From an optimization exercise on the open Yosys and OpenROAD flow, aimed at small area, a short achievable clock period and few clock cycles per item; shortcuts taken in it are not production practice. Function was not checked in any run shown here: the RTL went through the layout flow alone. Power figures rest on the tool's default switching activity, not on a simulated workload.

File: design/flow/design.v
module simpledes_core (
    input  wire        clk,
    input  wire        rst,         
    input  wire [23:0] cmd,
    input  wire        cmd_valid,
    output wire        cmd_ready,
    output wire [11:0] dout,
    output wire [7:0]  status
);
    localparam [2:0] E_NONE    = 3'd0;
    localparam [2:0] E_ILLEGAL = 3'd1;
    localparam [2:0] E_RANGE   = 3'd2;
    localparam [2:0] E_NOKEY   = 3'd3;
    localparam [2:0] E_LOCKED  = 3'd4;
    function [7:0] expand;
        input [5:0] x;
        expand = {x[5], x[4], x[2], x[3], x[2], x[3], x[1], x[0]};
    endfunction
    function [2:0] sbox1;
        input [3:0] a;
        reg   [3:0] q0, q1, q2;
        begin
            q0 = {a[0] | a[1], ~(a[0] | a[1]), ~a[0], ~a[0]};
            q1 = {a[0], a[1], ~a[0], a[0]};
            q2 = {a[0] ^ a[1], a[0] ^ a[1], a[0] ^ a[1], ~(a[0] ^ a[1])};
            sbox1 = {q2[a[3:2]], q1[a[3:2]], q0[a[3:2]]};
        end
    endfunction
    function [2:0] sbox2;
        input [3:0] a;
        reg   [3:0] q0, q1, q2;
        begin
            q0 = {a[1] & ~a[0], a[0] | ~a[1], ~(a[0] & a[1]), a[0] & a[1]};
            q1 = {~a[1], a[0], a[1] | ~a[0], a[1] & ~a[0]};
            q2 = {~(a[0] ^ a[1]), ~(a[0] ^ a[1]), ~(a[0] | a[1]), a[1] | ~a[0]};
            sbox2 = {q2[a[3:2]], q1[a[3:2]], q0[a[3:2]]};
        end
    endfunction
    function [5:0] round_f;
        input [5:0] r;
        input [7:0] rk;
        reg   [7:0] x;
        begin
            x       = expand(r) ^ rk;
            round_f = {sbox1(x[7:4]), sbox2(x[3:0])};
        end
    endfunction
    function [5:0] sboxes;
        input [7:0] x;
        sboxes = {sbox1(x[7:4]), sbox2(x[3:0])};
    endfunction
    function [5:0] unexpand;
        input [7:0] x;
        input [7:0] k;
        unexpand = {x[7] ^ k[7], x[6] ^ k[6], x[4] ^ k[4], x[5] ^ k[5], x[1] ^ k[1], x[0] ^ k[0]};
    endfunction
    reg  [8:0]  key;
    reg         kv;
    reg         dv;
    reg  [2:0]  err;
    reg  [5:0]  hl, hr;
    reg  [8:0]  rot;
    reg  [4:0]  cur;
    reg         busy;
    wire        down = !cur[4];          
    wire [3:0]  op   = cmd[23:20];
    wire [3:0]  sr   = cmd[19:16];
    wire [3:0]  er   = cmd[15:12];
    wire [11:0] data = cmd[11:0];
    wire c_ill, c_ldk, c_ldr, c_prr, c_cip;
    sdes_decode u_dec (.c(cmd[23:9]), .ill(c_ill), .ldk(c_ldk), .ldr(c_ldr), .prr(c_prr),
                       .cip(c_cip));
    wire is_ldkey = c_ldk || c_ldr;
    reg [2:0] fault;
    always @(*) begin
        if (c_ill)
            fault = E_ILLEGAL;
        else if (c_ldr)
            fault = E_RANGE;
        else if (c_ldk)
            fault = kv ? E_LOCKED : E_NONE;
        else if (c_prr)
            fault = E_RANGE;
        else if (!kv)
            fault = E_NOKEY;
        else
            fault = E_NONE;
    end
    wire issue = cmd_valid && !busy;
    wire [7:0] k1    = key[8:1];
    wire [7:0] k2    = key[7:0];
    wire [7:0] in_kf = op[0] ? k2 : k1;
    wire [5:0] in_r  = data[11:6] ^ sboxes(expand(data[5:0]) ^ in_kf);
    wire [8:0] rot_n = down ? {rot[0], rot[8:1]} : {rot[7:0], rot[8]};
    wire [5:0] st_r  = hl ^ sboxes(expand(hr) ^ rot[8:1]);       
    wire [3:0] idx = {sr[3], sr[2], sr[1] | (op[1] & ~op[0]), sr[0] | (op[1] & op[0])};
    wire [8:0] b0  = {key[0], key[8:1]};
    wire [8:0] b1  = idx[0] ? {b0[7:0], b0[8]}   : b0;
    wire [8:0] b2  = idx[1] ? {b1[6:0], b1[8:7]} : b1;
    wire [8:0] b3  = idx[2] ? {b2[4:0], b2[8:5]} : b2;
    wire [8:0] b4  = idx[3] ? {b3[0], b3[8:1]}   : b3;
    wire go_c = issue && (err == E_NONE) && kv && c_cip;
    always @(posedge clk) begin
        if (rst) begin
            busy <= 1'b0;
            kv   <= 1'b0;
            dv   <= 1'b0;
            err  <= E_NONE;
        end else if (busy) begin
            if (cur == 5'd1 || cur == 5'h1f) busy <= 1'b0;
        end else if (issue && err == E_NONE) begin
            if (fault != E_NONE) begin
                err <= fault;
            end else if (is_ldkey) begin
                key <= data[8:0];
                kv  <= 1'b1;
            end else begin
                dv <= 1'b1;
                if (!op[1]) busy <= (sr != er);       
            end
        end
    end
    wire       ld   = !busy && go_c;
    wire       hold = !busy && !go_c;
    wire [5:0] ld_l = op[1] ? data[5:0] : data[11:6];
    wire [5:0] ld_r = op[1] ? in_r : data[5:0];
    always @(posedge clk) begin
        hl  <= ({6{busy}} & hr)    | ({6{ld}} & ld_l) | ({6{hold}} & hl);
        hr  <= ({6{busy}} & st_r)  | ({6{ld}} & ld_r) | ({6{hold}} & hr);
        rot <= ({9{busy}} & rot_n) | ({9{ld}} & b4)   | ({9{hold}} & rot);
    end
    always @(posedge clk)
        cur <= (busy ? cur : {1'b0, sr}) + (busy ? {{4{down}}, 1'b1} : ~{1'b0, er} + 5'd1);
    assign cmd_ready = !busy;
    assign dout      = {st_r, hr};
    assign status    = {3'b000, err, dv, kv};
endmodule
module sdes_decode (
    input  wire [14:0] c,
    output wire        ill,
    output wire        ldk,
    output wire        ldr,
    output wire        prr,
    output wire        cip
);
    wire [3:0] op = c[14:11];
    wire       zs = (c[10:7] == 4'd0);
    wire       ze = (c[6:3] == 4'd0);
    wire       zd = (c[2:0] == 3'd0);
    wire       ld = (op == 4'h1) && zs && ze;
    wire       ed = (op[3:1] == 3'b001) && zs && ze;
    wire       pr = (op == 4'h4);
    assign ill = !(ld || ed || pr);
    assign ldk = ld && zd;
    assign ldr = ld && !zd;
    assign prr = pr && (zs || ze);
    assign cip = ed || (pr && !zs && !ze);
endmodule
File: design/flow/standard.sh
#!/bin/bash
# synth_recipe.tcl (not shown) runs the flow's synth.tcl, then flattens the netlist and writes it again
# the make line also repeats each setting of config.mk as NAME=value (left out here)
make -C /OpenROAD-flow-scripts/flow DESIGN_CONFIG=/design/flow/config.mk WORK_HOME=/design/flow/orfs CLKGATE_MAP_FILE= SYNTH_SCRIPT=/design/flow/synth_recipe.tcl "${@:-finish}"
File: design/flow/config.mk
export PLATFORM = sky130hd
export DESIGN_NAME = simpledes_core
export DESIGN_NICKNAME = simpledes_core
export VERILOG_FILES = /design/flow/design.v
export SDC_FILE = /design/flow/constraint.sdc
export NUM_CORES = 4
export LEC_CHECK = 0
export CAP_MARGIN = 20
export CORE_MARGIN = 2
export CORE_UTILIZATION = 40
export SETUP_SLACK_MARGIN = 1.5
export SLEW_MARGIN = 20
export SYNTH_HIERARCHICAL = 1
File: design/flow/flow/run.sh
#!/bin/bash
# Standard layout, with the port buffers made of a regular buffer cell instead of the
# delay cell buffer_ports picks by default.
set -euo pipefail
bash standard.sh "BUFFER_PORTS_ARGS=-buffer_cell sky130_fd_sc_hd__buf_1" finish > run_standard.log 2>&1
File: design/flow/constraint.sdc
create_clock -name core_clock -period 4.5 [get_ports {clk}]
set_input_delay 0.9000 -clock core_clock [delete_from_list [all_inputs] [get_ports {clk}]]
set_output_delay 0.9000 -clock core_clock [all_outputs]
set_load 0.01 [all_outputs]
==> results.ini, run 1 <==
[worst_setup_path]
reg2reg_depth=7
critical_path_class=reg2out
rr_endpoint=cur[4]
end_kind=primary output
r2r_setup_slack_ns=2.18
worstPathRequired_ns=3.60
cp-start-kind=flip-flop
r2r_start=busy
worstPathMaxFanout=4
arrival_ns=2.02

[floorplan]
start_util_pct=41.7
io_pins=48
rows=32
core-area_um2=7810
die_area_um2=8870
fp.dieW_um=94.2
die_y_um=94.2

[finish]
num_antenna_cells=0
stdcell_area_um2=3720
final_common_cell=mux2i_1
fillers=757
layout-drive-gt1-share_pct=16.4
ff_latch_area_um2=918
area_delta_synth_final_pct=14.5
multiInputGateArea_um2=2280
final_cell_mix=41 x mux2i_1, 40 x buf_1, 28 x dfxtp_1
fin_nets=403

[global_route]
grt_pass1_wl_um=12700
grt_pass1_vias=2524
grt_usage_pct=18.4
antenna_found_initial=0
grt_max_degree=40
overflow=0

[sta]
relSlewSlack_pct=58.3
slew_viol_final=0
period_share_pct=64.8
finClkSkew_ns=0.00957
fin_crit_ns=2.92
setup_viol_count_final=0
setup_tns_ns=0
fmax_ghz=0.343
worst_pin_slew_ns=0.625
final-hold-violation-count=0
rsz0062_at_grt=false

[synthesis]
yosysWarnings=7
ys_types=51
synth_edf_count=9
synthFlopType=dfxtp_1
ys_top_cells_by_area=dfxtp_1 20%, mux2i_1 13%, edfxtp_1 8.3%
yosysTopAreaCellShare_pct=19.7
synth_cells=327
synth_top_area_cell=dfxtp_1
ys_seq_elements=41
async_flop_share_pct=0
synth_area_um2=3250
synth_area_per_cell_um2=9.95
synth-seq-area-share_pct=28.0

[detailed_routing]
ant_nets=0
vias=2641
firstDrtPassIters=5
wire_per_inst_um=16.9
route.detailed.drc=0
wl_met2_um=3520
drt_iter0_markers=131
dr_wl_met3_um=419
dr.max_layer_used=met4
wl_met1_um=3880
routed_wl_um=7890
via_per_inst=5.64

[pwr]
ir_drop_v=0.000125
pwr-share-comb_pct=19.7
p_per_area_nw_per_um2=231
power_w=0.000862
internal-power_w=0.000624
power_frac_seq_pct=46.1
clkPwrFrac_pct=34.2
p_leak_nw=1.49
switchingPower_w=0.000238
swShare_pct=27.6

[cts]
h-tree-depth=2
cts_tree=yes
clock_path_buffers=2
numCtsBuffers=5
clk_pin_slew_ns=0.08
worstSkewPairLatency_ns=0.30
clockRootBuffer=clkbuf_8
clkSinkCount=41
cts_hold_buffers=0

[worst_hold_path]
hold_start=err[0]
holdPathStages=2
holdPathEnd=err[0]
hold_path_class=reg2reg

[outcome]
status=timing/DRC/antenna clean

[placed_design]
gp_congestion=0.771
dp_hpwl_um=6000
place_area_um2=3470
port_buffers=44

[run]
cap_violations=0

Yosys stat by module (local to each module, per instance):
module	cell area [um^2]	flip-flops and latches	copies in the design	cells
simpledes_core	3140	41	1	311
sdes_decode	114	0	1	16
synthesized netlist by cell type (7+ instances only):
library cell	number
nand2_1	20
xnor2_1	26
a221o_1	10
o221ai_1	7
edfxtp_1	9
mux2i_1	41
nor3_1	8
clkbuf_1	9
and3_1	13
dfxtp_1	32
mux4_2	10
xor2_1	18
nor2_1	13
inv_1	12
ha_1	10
mux2_2	13
o21ai_0	9
a21oi_1	10
worst max-delay path, stage by stage, from the launching register on:
cell and delay, ns:
dfxtp_2 0.36, xnor2_2 0.23, inv_1 0.09, ha_1 0.18
mux4_2 0.50, xnor2_2 0.18, clkbuf_2 0.17
worst max-delay path by stage:
stage                       start       to  slack (ns)  cells past startpoint
after global routing        hr[1]  dout[7]        1.50                      6
after global placement    cmd[19]   key[6]        0.84                      6
after CTS                   hr[1]  dout[7]        1.54                      6
after detailed placement  cmd[20]   rot[7]        0.78                      6
final                      rot[1]  dout[7]        1.58                      6
after floorplan           cmd[17]   key[0]        1.61                      5
layer usage:
metal  vias to the layer above  GRT usage [%]
li1                       1283              -
met4                         0           5.43
met1                      1279           26.0
met5                         -              0
met3                         7           3.21
met2                        72           28.6
metrics by stage:
stage	setup WS [ns]	util [%]	hold slack (ns)	std cells
floorplan	1.61	-	0.441	329
global placement	0.841	44.4	0.454	457
detailed placement	0.778	44.4	0.461	457
CTS	1.54	46.9	0.474	467
global route	1.50	47.7	0.498	468
finish	1.58	47.7	0.472	468
flip-flops by register name (all words and copies together), names as in the netlist:
register	count
hr	6
rot	9
busy	1
key	9
cur	5
hl	6
kv	1
dv	1
err	3
power groups by stage:
| stage | registers, W | logic [W] | clock network [W] |
|---|---|---|---|
| 2_1_floorplan | 0.000400 | 0.000130 | 0 |
| 3_3_place_gp | 0.000406 | 0.000160 | 0 |
| 3_5_place_dp | 0.000406 | 0.000166 | 0 |
| 4_1_cts | 0.000398 | 0.000168 | 0.000303 |
| 5_1_grt | 0.000399 | 0.000185 | 0.000316 |
| 6_report | 0.000397 | 0.000170 | 0.000295 |
what timing repair did:
action / CTS / global route
pin swaps: 1 / 0
endpoints found under the setup margin: 31 / 19
resized for setup: 15 / 7
buffers inserted: 2 / 1
cell type report:
cell class                      instances  area share, %
Clock buffer                            7           2.89
Timing Repair Buffer                   51           6.48
Multi-Input combinational cell        254           61.1
Tap cell                              102           3.43
Sequential cell                        41           24.7
Inverter                               12           1.21
Clock inverter                          1          0.202
logic make-up (layout without fill, tap and decap cells):
group	Yosys count	count (layout)	share of synthesized area [%]
AND/OR/NAND/NOR	76	76	12.6
other	1	3	0.115
flip-flops	41	41	28.0
adder cells (fa/ha/maj)	11	11	4.46
AO/OA/AOI/OAI	54	54	12.5
XOR/XNOR	46	46	13.2
buffers and inverters	34	71	5.11
multiplexers	64	64	24.0
==> inputs of run 2 (changes only) <==
--- a/design/flow/design.v
+++ b/design/flow/design.v
@@ -113,5 +113,4 @@
                 err <= fault;
             end else if (is_ldkey) begin
-                key <= data[8:0];
                 kv  <= 1'b1;
             end else begin
@@ -130,4 +129,6 @@
         rot <= ({9{busy}} & rot_n) | ({9{ld}} & b4)   | ({9{hold}} & rot);
     end
+    always @(posedge clk)
+        if (!kv) key <= data[8:0];
     always @(posedge clk)
         cur <= (busy ? cur : {1'b0, sr}) + (busy ? {{4{down}}, 1'b1} : ~{1'b0, er} + 5'd1);
==> run 2 against run 1 <==
Compared with the run above:
- largest cell class unchanged
- non-clock buffer count grew 3
- first-iteration DRC count increased by 27%
- still clean on timing, DRC and antenna
- register-to-register slack lost 0.32 ns
- die area rose by 5.7%
- worst setup slack worse by 0.053 ns
- synthesized cell count is 8.6% higher
- critical path type unchanged
- critical path depth is the same
- critical endpoint unchanged
- utilization is 1.8 points lower
==> results.ini, run 2 <==
[outcome]
status=timing/DRC/antenna clean  ; unchanged

[synthesis]
synth_edf_count=9  ; unchanged
synth_area_per_cell_um2=9.72  ; was 9.95 um^2
synth_top_area_cell=dfxtp_1  ; unchanged
yosysWarnings=7  ; unchanged
synth_simple_gate_area_share_pct=13.6  ; was 12.6%
synthXorXnorAreaFrac_pct=12.4  ; was 13.2%
synth_common_cells=39 x xnor2_1, 32 x dfxtp_1, 30 x mux2i_1, 27 x nand2_1, 20 x nor2_1  ; was 41 x mux2i_1, 32 x dfxtp_1, 26 x xnor2_1, 20 x nand2_1, 18 x xor2_1
yosysTopAreaCellShare_pct=18.6  ; was 19.7%
synth-seq-area-share_pct=26.4  ; was 28.0%
synth_top_family_by_area=multiplexers  ; unchanged
ys_types=60  ; was 51
yosysMostFrequentCell=xnor2_1  ; was mux2i_1
synth_compound_area_share_pct=14.5  ; was 12.5%
synth_area_um2=3450  ; was 3250 um^2
async_flop_share_pct=0  ; unchanged
synthFlopType=dfxtp_1  ; unchanged
muxShareOfSynthArea_pct=22.4  ; was 24.0%
synthAdderAreaFrac_pct=4.21  ; was 4.46%
ys_seq_elements=41  ; unchanged
synth_cells=355  ; was 327
ys_top_cells_by_area=dfxtp_1 19%, xnor2_1 9.9%, mux2i_1 8.7%  ; was dfxtp_1 20%, mux2i_1 13%, edfxtp_1 8.3%

[run]
cap_violations=0  ; unchanged

[finish]
layout-drive-gt1-share_pct=14.3  ; was 16.4%
largestRegisters=key: 9 flops, rot: 9 flops  ; unchanged
finish.utilization_pct=45.9  ; was 47.7%
final_common_cell=buf_1  ; was mux2i_1
stdcell_count=497  ; was 468
final_cell_mix=44 x buf_1, 36 x xnor2_1, 30 x mux2i_1, 30 x dfxtp_1, 27 x nand2_1  ; was 41 x mux2i_1, 40 x buf_1, 28 x dfxtp_1
num_antenna_cells=0  ; unchanged
fillers=800  ; was 757
area_delta_synth_final_pct=10.5  ; was 14.5%
fin_nets=429  ; was 403

[pwr]
switchingPower_w=0.000505  ; was 0.000238 W
clkPwrFrac_pct=21.5  ; was 34.2%
internal-power_w=0.000860  ; was 0.000624 W
p_per_area_nw_per_um2=358  ; was 231 nW/um^2
p_leak_nw=1.46  ; was 1.49 nW
swShare_pct=37.0  ; was 27.6%
power_w=0.00137  ; was 0.000862 W
power_frac_seq_pct=35.9  ; was 46.1%
pwr-share-comb_pct=42.5  ; was 19.7%
ir_drop_v=0.000137  ; was 0.000125 V

[sta]
final-hold-violation-count=0  ; unchanged
relSlewSlack_pct=43.9  ; was 58.3%
period_share_pct=66.0  ; was 64.8%
fin_crit_ns=2.97  ; was 2.92 ns
setup_tns_ns=0  ; unchanged
slew_viol_final=0  ; unchanged
finClkSkew_ns=0.00844  ; was 0.00957 ns
rsz0062_at_grt=true  ; was false
worst_pin_slew_ns=0.833  ; was 0.625 ns
setup_viol_count_final=0  ; unchanged
fmax_ghz=0.337  ; was 0.343 GHz

[detailed_routing]
wire_per_inst_um=16.6  ; was 16.9 um
drt_iter0_markers=166  ; was 131
via_per_inst=5.62  ; was 5.64
routed_wl_um=8270  ; was 7890 um
firstDrtPassIters=4  ; was 5
ant_nets=0  ; unchanged
route.detailed.drc=0  ; unchanged
vias=2793  ; was 2641

[worst_setup_path]
worstPathRequired_ns=3.60  ; about the same
r2r_setup_slack_ns=1.86  ; was 2.18 ns
worstPathMaxFanout=4  ; unchanged
critical_path_class=reg2out  ; unchanged
end_kind=primary output  ; unchanged
cp-start-kind=flip-flop  ; unchanged
arrival_ns=2.07  ; was 2.02 ns

[placed_design]
port_buffers=44  ; unchanged
dp_cells=484  ; was 457
dp_hpwl_um=6380  ; was 6000 um
gp_congestion=0.831  ; was 0.771

[floorplan]
rows=33  ; was 32
start_util_pct=41.6  ; was 41.7%
die_area_um2=9380  ; was 8870 um^2
io_pins=48  ; unchanged
fp.dieW_um=96.9  ; was 94.2 um
core-area_um2=8300  ; was 7810 um^2
die_y_um=96.9  ; was 94.2 um

[global_route]
overflow=0  ; unchanged
grt_pass1_wl_um=13400  ; was 12700 um
grt_usage_pct=17.4  ; was 18.4%
grt_max_degree=32  ; was 40
grt_pass1_vias=2560  ; was 2524
antenna_found_initial=0  ; unchanged

[cts]
clkSinkCount=41  ; unchanged
clockRootBuffer=clkbuf_8  ; unchanged
worstSkewPairLatency_ns=0.29  ; was 0.30 ns
clock_path_buffers=2  ; unchanged
cts_tree=yes  ; unchanged
numCtsBuffers=5  ; unchanged
cts_hold_buffers=0  ; unchanged
h-tree-depth=2  ; unchanged
clk_pin_slew_ns=0.09  ; was 0.08 ns

[worst_hold_path]
hold_path_class=reg2reg  ; unchanged

[run 2: cell types whose count changed in the layout (fill, tap and decap cells not counted), sizes merged, moves of 3 or more]
cell	before	now
xnor2	26	39
mux2i	41	30
xor2	18	10
and3	13	6
nand2	20	27
nor2	13	20
a221o	10	4
buf	49	54
a22o	0	4
a311o	0	4
a21oi	12	15
mux4	10	13
nor2b	2	5
[run 2: repair_timing]
item	CTS	global route
setup buffers	1	4
cloned	0	0
resized for setup	4	4
endpoints found under the setup margin	1	5
pin swaps	1	1
endpoints found under the hold margin	0	0
[run 2: per-layer routing]
layer	wire length, um	vias up	GRT usage, %
met4	114	0	3.36
li1	-	1387	-
met5	0	-	0
met1	3820	1323	25.0
met3	379	9	2.53
met2	3960	74	27.9
[run 2: path summary, 6_finish.rpt]
path	start	endpoint	depth (start not counted)
worst max register to register	busy	cur[4]	8
worst min-delay path	err[0]	err[0]	2
worst max-delay path	rot[2]	dout[7]	6
worst min register to register	err[0]	err[0]	2
[run 2: modules after synthesis, one instance, submodules excluded]
module / cells inside / flops+latches / area (um^2) / times used
simpledes_core: 339 / 41 / 3340 / 1
sdes_decode: 16 / 0 / 114 / 1
[run 2: logic make-up (layout without fill, tap and decap cells)]
| group | after synthesis | after routing |
|---|---|---|
| DFF | 41 | 41 |
| muxes | 57 | 57 |
| and+or+nand+nor | 90 | 90 |
| adders and majority gates | 11 | 11 |
| xor gates and xnor gates | 49 | 49 |
| AOI/OAI and AO/OA | 66 | 66 |
| buffers and inverters | 40 | 75 |
| other | 1 | 3 |
[run 2: power groups by stage]
stage          Clock, W  Sequential (W)  Combinational (W)
2_1_floorplan         0        0.000476           0.000420
3_3_place_gp          0        0.000492           0.000544
3_5_place_dp          0        0.000495           0.000560
4_1_cts        0.000306        0.000490           0.000581
5_1_grt        0.000320        0.000499           0.000640
6_report       0.000294        0.000491           0.000581
[run 2: final cells by class]
type	instances	area, um^2	area share, %
inverter	13	48.8	1.28
multi-input combinational	276	2360	62.0
clock inverter	1	6.26	0.164
timing repair buffer	54	240	6.30
sequential	41	913	24.0
tap	105	131	3.45
clock buffer	7	108	2.82
[run 2: stage by stage]
stage,area [um^2],setup WS (ns),hold slack [ns]
finish,3810,1.53,0.474
detailed placement,3620,1.23,0.463
CTS,3770,1.50,0.476
floorplan,3460,1.65,0.438
global placement,3620,1.27,0.457
global route,3810,1.44,0.507
[run 2: worst max-delay path: stages (launching register included)]
cell and delay (ns):
dfxtp_1 0.42, xor2_2 0.20, inv_1 0.07, ha_1 0.20, mux4_2 0.51, xnor2_2 0.20, buf_1 0.18

## separate check: timing with driven ports
The flow's constraints put no driver on any port. The routed layouts listed below were extracted and timed again, unchanged, in two steps. Step 1 sets driving cells, clkbuf_16 on the clock port and buf_2 on the other inputs (assumed; they add their load-dependent delay and slew). Step 2, shift: input delay + t, output delay - t, t = (earliest + latest rising clock arrival at the registers) / 2. This alone moves slack from input paths to output paths. Slacks: ideal / step 1 / step 2; pairs: ideal / step 1.
run | t, ns | slack for setup (ns) | worst register clock-pin slew, ns
run 1 | 0.327 | 1.582 / 1.552 / 1.303 | 0.09 / 0.09
run 2 | 0.319 | 1.530 / 1.500 / 1.315 | 0.09 / 0.09
After both steps setup and hold are still met in every run listed. For run 1, which loses most, drivers alone change the setup slack by -0.030 ns; drivers and shift together by -0.279 ns.
